From an optimization exercise on the open Yosys and OpenROAD flow, aimed at small area, a short achievable clock period and few clock cycles; shortcuts taken in it are not production practice. Function was checked by simulation only, so behaviour that the tests miss may differ from the original. Power and IR drop assume default switching activity.

==> design/flow/design.v <==
module prf_crc_byte (
    input  wire [31:0] crc_in,
    input  wire [7:0]  data,
    output reg  [31:0] crc_out
);
    localparam [31:0] POLY = 32'h04C11DB7;
    integer i;
    always @(*) begin
        crc_out = crc_in ^ {data, 24'h000000};
        for (i = 0; i < 8; i = i + 1) begin
            if (crc_out[31])
                crc_out = {crc_out[30:0], 1'b0} ^ POLY;
            else
                crc_out = {crc_out[30:0], 1'b0};
        end
    end
endmodule
module prf_frame_codec (
    input  wire        clk,
    input  wire        rst,
    input  wire        in_valid,
    output wire        in_ready,
    input  wire [1:0]  in_op,
    input  wire [4:0]  in_kind,
    input  wire [31:0] in_data,
    input  wire [2:0]  in_nbytes,
    input  wire        in_last,
    output reg         rsp_valid,
    input  wire        rsp_ready,
    output reg  [1:0]  rsp_status,
    output reg  [31:0] rsp_crc,
    output reg  [31:0] rsp_rcv,
    output reg  [15:0] rsp_expected,
    output reg  [15:0] rsp_actual
);
    localparam [1:0] OP_CRC32  = 2'd1;
    localparam [1:0] OP_ENCODE = 2'd2;
    localparam [1:0] OP_DECODE = 2'd3;
    localparam [1:0] ST_OK       = 2'd0;
    localparam [1:0] ST_SIZE     = 2'd1;
    localparam [1:0] ST_CHECKSUM = 2'd2;
    localparam [1:0] S_ACCEPT = 2'd0;   
    localparam [1:0] S_BYTES  = 2'd1;   
    localparam [1:0] S_RESP   = 2'd2;   
    reg [1:0]  state;
    reg        first;        
    reg [1:0]  op;
    reg [4:0]  kind;
    reg [31:0] beat;
    reg [2:0]  beat_n;
    reg        beat_last;
    reg [1:0]  lane;
    reg [15:0] count;        
    reg [31:0] crc;
    reg [31:0] rcv;
    reg [4:0] rec_size;
    always @(*) begin
        case (kind)
            5'd0:  rec_size = 5'd12;   
            5'd1:  rec_size = 5'd11;   
            5'd2:  rec_size = 5'd14;   
            5'd3:  rec_size = 5'd13;   
            5'd4:  rec_size = 5'd11;   
            5'd5:  rec_size = 5'd10;   
            5'd6:  rec_size = 5'd10;   
            5'd7:  rec_size = 5'd9;    
            5'd8:  rec_size = 5'd8;    
            5'd9:  rec_size = 5'd6;    
            5'd10: rec_size = 5'd6;    
            5'd11: rec_size = 5'd7;    
            5'd12: rec_size = 5'd12;   
            5'd13: rec_size = 5'd8;    
            5'd14: rec_size = 5'd5;    
            5'd15: rec_size = 5'd8;    
            5'd16: rec_size = 5'd5;    
            5'd17: rec_size = 5'd16;   
            5'd18: rec_size = 5'd8;    
            default: rec_size = 5'd4;
        endcase
    end
    wire [15:0] size_full = {11'd0, rec_size};
    wire [15:0] size_body = size_full - 16'd4;
    reg [7:0] cur_byte;
    always @(*) begin
        case (lane)
            2'd0: cur_byte = beat[7:0];
            2'd1: cur_byte = beat[15:8];
            2'd2: cur_byte = beat[23:16];
            default: cur_byte = beat[31:24];
        endcase
    end
    wire [31:0] crc_next;
    prf_crc_byte u_crc (.crc_in(crc), .data(cur_byte), .crc_out(crc_next));
    wire        in_body   = (op != OP_DECODE) || (count < size_body);
    wire        in_trail  = (op == OP_DECODE) && (count >= size_body) && (count < size_full);
    wire [15:0] trail_pos = count - size_body;
    wire last_lane = ({1'b0, lane} + 3'd1 >= beat_n);
    assign in_ready = (state == S_ACCEPT);
    always @(posedge clk) begin
        if (rst) begin
            state     <= S_ACCEPT;
            first     <= 1'b1;
            rsp_valid <= 1'b0;
        end else begin
            case (state)
                S_ACCEPT: begin
                    if (in_valid) begin
                        beat      <= in_data;
                        beat_n    <= in_nbytes;
                        beat_last <= in_last;
                        lane      <= 2'd0;
                        if (first) begin
                            op    <= in_op;
                            kind  <= in_kind;
                            count <= 16'd0;
                            crc   <= 32'hFFFFFFFF;
                            rcv   <= 32'd0;
                        end
                        first <= in_last;
                        if (in_nbytes != 3'd0)
                            state <= S_BYTES;
                        else if (in_last)
                            state <= S_RESP;
                    end
                end
                S_BYTES: begin
                    if (in_body)
                        crc <= crc_next;
                    if (in_trail)
                        case (trail_pos[1:0])
                            2'd0: rcv[7:0]   <= cur_byte;
                            2'd1: rcv[15:8]  <= cur_byte;
                            2'd2: rcv[23:16] <= cur_byte;
                            default: rcv[31:24] <= cur_byte;
                        endcase
                    count <= count + 16'd1;
                    lane  <= lane + 2'd1;
                    if (last_lane)
                        state <= beat_last ? S_RESP : S_ACCEPT;
                end
                default: begin   
                    if (!rsp_valid) begin
                        rsp_valid    <= 1'b1;
                        rsp_crc      <= crc;
                        rsp_rcv      <= rcv;
                        rsp_actual   <= count;
                        rsp_expected <= (op == OP_DECODE) ? size_full : size_body;
                        if (op == OP_ENCODE && count != size_body)
                            rsp_status <= ST_SIZE;
                        else if (op == OP_DECODE && count != size_full)
                            rsp_status <= ST_SIZE;
                        else if (op == OP_DECODE && crc != rcv)
                            rsp_status <= ST_CHECKSUM;
                        else
                            rsp_status <= ST_OK;
                    end else if (rsp_ready) begin
                        rsp_valid <= 1'b0;
                        state     <= S_ACCEPT;
                    end
                end
            endcase
        end
    end
endmodule
==> design/flow/run.sh <==
#!/bin/bash
# synth_recipe.tcl (not shown) runs the flow's synth.tcl, then flattens the netlist and writes it again
# the make line also repeats each setting of config.mk as NAME=value (left out here)
make -C /OpenROAD-flow-scripts/flow DESIGN_CONFIG=/design/flow/config.mk WORK_HOME=/design/flow/orfs CLKGATE_MAP_FILE= SYNTH_SCRIPT=/design/flow/synth_recipe.tcl finish
==> design/flow/config.mk <==
export PLATFORM = sky130hd
export DESIGN_NAME = prf_frame_codec
export DESIGN_NICKNAME = prf_frame_codec
export VERILOG_FILES = /design/flow/design.v
export SDC_FILE = /design/flow/constraint.sdc
export NUM_CORES = 4
export LEC_CHECK = 0
export CAP_MARGIN = 20
export CORE_MARGIN = 2
export CORE_UTILIZATION = 40
export SLEW_MARGIN = 20
==> design/flow/constraint.sdc <==
create_clock -name core_clock -period 10.0 [get_ports {clk}]
set_input_delay 2.0000 -clock core_clock [delete_from_list [all_inputs] [get_ports {clk}]]
set_output_delay 2.0000 -clock core_clock [all_outputs]
set_load 0.01 [all_outputs]
==> summary.txt <==
## where the power goes
group	leakage [µW]	internal (µW)	switching, µW
combinational	0.00188	382	469
sequential	0.00199	1170	88.1
clock	0.000405	559	361
total	0.00427	2110	917
## routing by layer
layer / up-vias / share of wire / track usage
met1: 2743 / 0.46 / 0.225
met4: 0 / 0.020 / 0.0405
met5: - / 0 / 0
li1: 2661 / - / -
met3: 33 / 0.049 / 0.0276
met2: 176 / 0.47 / 0.266
## worst max-delay path, cell delays in order
cell	delay, ns
clkdlybuf4s50_1	0.58
or4_1	0.77
inv_2	0.32
mux2i_1	0.59
inv_1	0.21
ha_1	0.26
nor2_1	0.13
a21oi_1	0.09
a21oi_1	0.24
o22ai_1	0.10
## kinds of logic (layout without fill, tap and decap cells)
logic type / count (synthesis) / in the layout / synth area share
flip-flops: 222 / 222 / 0.681
AND/OR/NAND/NOR: 155 / 155 / 0.0760
XOR/XNOR: 114 / 114 / 0.115
AO/OA/AOI/OAI: 55 / 55 / 0.0391
buffers and inverters: 53 / 223 / 0.0263
adder cells (fa/ha/maj): 35 / 35 / 0.0461
multiplexers: 15 / 15 / 0.0168
## stage by stage
stage / std cells / setup slack, ns / util
global route: 1138 / 4.97 / 0.521
global placement: 1094 / 4.99 / 0.485
detailed placement: 1094 / 4.70 / 0.485
CTS: 1138 / 5.24 / 0.520
finish: 1138 / 5.09 / 0.521
floorplan: 649 / 0.734 / -
## area by class of cell
type,count,area [µm²],area share
Sequential cell,222,6580,0.534
Multi-Input combinational cell,374,2890,0.235
Timing Repair Buffer,151,1500,0.122
Clock buffer,30,633,0.0514
Tap cell,319,399,0.0324
Clock inverter,14,200,0.0163
Inverter,28,105,0.00854
## cell usage after synthesis, types with 3 or more instances
library cell,n
o21ai_0,11
nor3_1,9
a21oi_1,16
nand3_1,10
edfxtp_1,213
nor2b_1,3
clkbuf_1,11
nor2_1,36
xor2_1,61
nand4_1,6
buf_4,10
mux2i_1,14
dfxtp_1,9
a21o_1,5
o41ai_1,4
xnor2_1,41
nor4_1,12
ha_1,34
inv_1,27
or3_1,3
and3_1,5
nand2b_1,5
and2_1,13
xnor2_2,10
nand2_1,50
a222oi_1,8
## state kept, by name, summed over array words and instances, names as in the netlist, 2 cells and up
signal,count
kind,5
lane,2
rsp_rcv,32
rec_size,5
crc,32
beat_n,3
rcv,32
rsp_expected,6
state,2
rsp_actual,16
beat,32
rsp_crc,32
op,2
count,16
rsp_status,2
## path summary, 6_finish.rpt
kind                     from     endpoint  slack [ns]  cells after the start
setup / recovery          rst  rec_size[0]        5.09                     10
hold / removal        rcv[23]  rsp_rcv[23]        0.50                      0
setup reg to reg  rec_size[2]      rcv[12]        6.42                     10
hold reg to reg       rcv[23]  rsp_rcv[23]        0.50                      0
==> summary.txt <==
* CP required at 10.38 ns
* Number of instances in the synthesized netlist at 649
* Status: timing/DRC/antenna clean
* Fraction of registers with async set or reset after synthesis at 0
* Maximum vdd ir drop at 0.121 mV
* Primary flip-flop cell chosen by synthesis mapping: edfxtp_1
* Clock latency on the worst-skew pair at 0.52 ns
* Worst hold path class: flop to flop
* Via-per-instance ratio at 4.93
* Wire length per cell at 18.3 µm
* Setup repair after global routing missed its margin: no
* Post-synthesis cell type count at 45
* Starting Density at 0.409
* Critical Path End Type: flop
* Clock transition at the registers of the reported paths at 0.06 ns
* Area of the die at 0.0254 mm²
* Post_cts resized at 0
* Placeable core region at 0.0236 mm²
* Share of the clock period used by the worst path at 0.491
* Non-Filler Cell Area, Final at 0.0123 mm²
* Number of warnings issued by yosys at 2
* Total negative slack at 0 ns
* Sink Count at 222
* Library cell with the largest summed area after synthesis: edfxtp_1
* Tot GR Track Use at 0.162
* Post-route DRC at 0
* Final wirelength at 20800 µm
* Class of the most critical setup path: primary input to flop
* Post-route total power at 3030 µW
* Initial antenna violation count at 0
* Final weighted congestion of routability-driven global placement at 0.859
* CTS buffer count at 24
* Final hold violation count at 0
* Mean instance size in the synthesized netlist at 14.9 µm²
* Final setup violating endpoints at 0
* Share of final-layout standard cells stronger than drive strength 1 at 0.0806
* Inserted Diodes at 0
* Worst hold-check slack at 0.496 ns
* Synth Net Count at 731
* Setup Fix Bufs, Post-CTS at 0
* Number of enable-type register cells in the synthesized netlist at 213
* Critical path launch point type: primary input
* Clock period minus worst slack at 4.91 ns
* CTS tree: built
* Violation count after the first detailed-route iteration at 349
* Maximum number of pins on one net before global-route repair at 68
* Slew at the pin closest to its max-slew limit at 1.05 ns
* Number of core rows at 56
* Commonest cells after routing, fill and taps aside: edfxtp_1, clkdlybuf4s50_1, xor2_1
* Max Cap Violations at 0
* Die X-Extent at 159 µm
* Top cells by area, synth: edfxtp_1, xor2_1, ha_1
* IO Port Bufs at 146
* Antenna-violating nets left at 0
* Number of top-level pins at 147
* Most frequent standard cell in the layout excluding fill and tap cells: edfxtp_1
* Cell area after placement at 0.0114 mm²
* Share of the yosys chip area belonging to registers at 0.681
* Placed wire-length estimate after detailed placement at 15100 µm
* Fmax at 204 MHz
* Synth-to-layout area growth at 27.4%
* Max clock buf depth at 3
* Number of global-route vias before repair at 5683
* CP Max Fanout at 12
* Vias after detailed routing at 5613
* Relative max-transition margin at 0.289
* Leak pwr at 0.00427 µW
* GRT overflow at 0
* Fill cell total of the finished layout at 1965
* Power per standard cell area at 246 mW/mm²
* Quantity of hold-fixing buffers added after cts at 0
* Total standard cell area after synthesis at 0.00966 mm²
* Fraction of synthesized cell area taken by the top area cell type at 0.662
* First-pass iteration count of the detailed router at 8
* Die boundary height at 159 µm
* Number of slew-limit violations in the final report at 0
* Critical Path AT at 5.29 ns
* Seq cells post-synth at 222
* Root buf cell: clkbuf_16
* First-pass GRT wire length at 32500 µm
* Level count of the clock H-tree at 1
* Post-layout net count at 883
* Clock tree skew after final layout at 0.0193 ns
Testbench counts, summed over its fixed seeds: cycles 63,600.

==> what the ideal ports hide <==
The flow's constraints put no driver on any port. The routed layout listed below was extracted and timed again, unchanged, in two steps. Step 1 assumes that a clkbuf_16 drives the clock port and a buf_2 every other input. Step 2 adds t to the input delays and takes it off the output delays; t is the mean of the earliest and latest rising clock arrival at the registers after step 1. Input paths then give back, and output paths get back, about the clock's delay inside the block. Three values: ideal, step 1, step 2; two values: the first two.
t (ns): 0.556
slack for setup (ns): 5.093 / 5.116 / 4.559
worst setup path at the end: input to register
worst data-port slew with drivers (ns): 0.04
After both steps this run still meets setup and hold. The setup slack of this run moves by +0.023 ns with the drivers and by -0.534 ns with both steps.
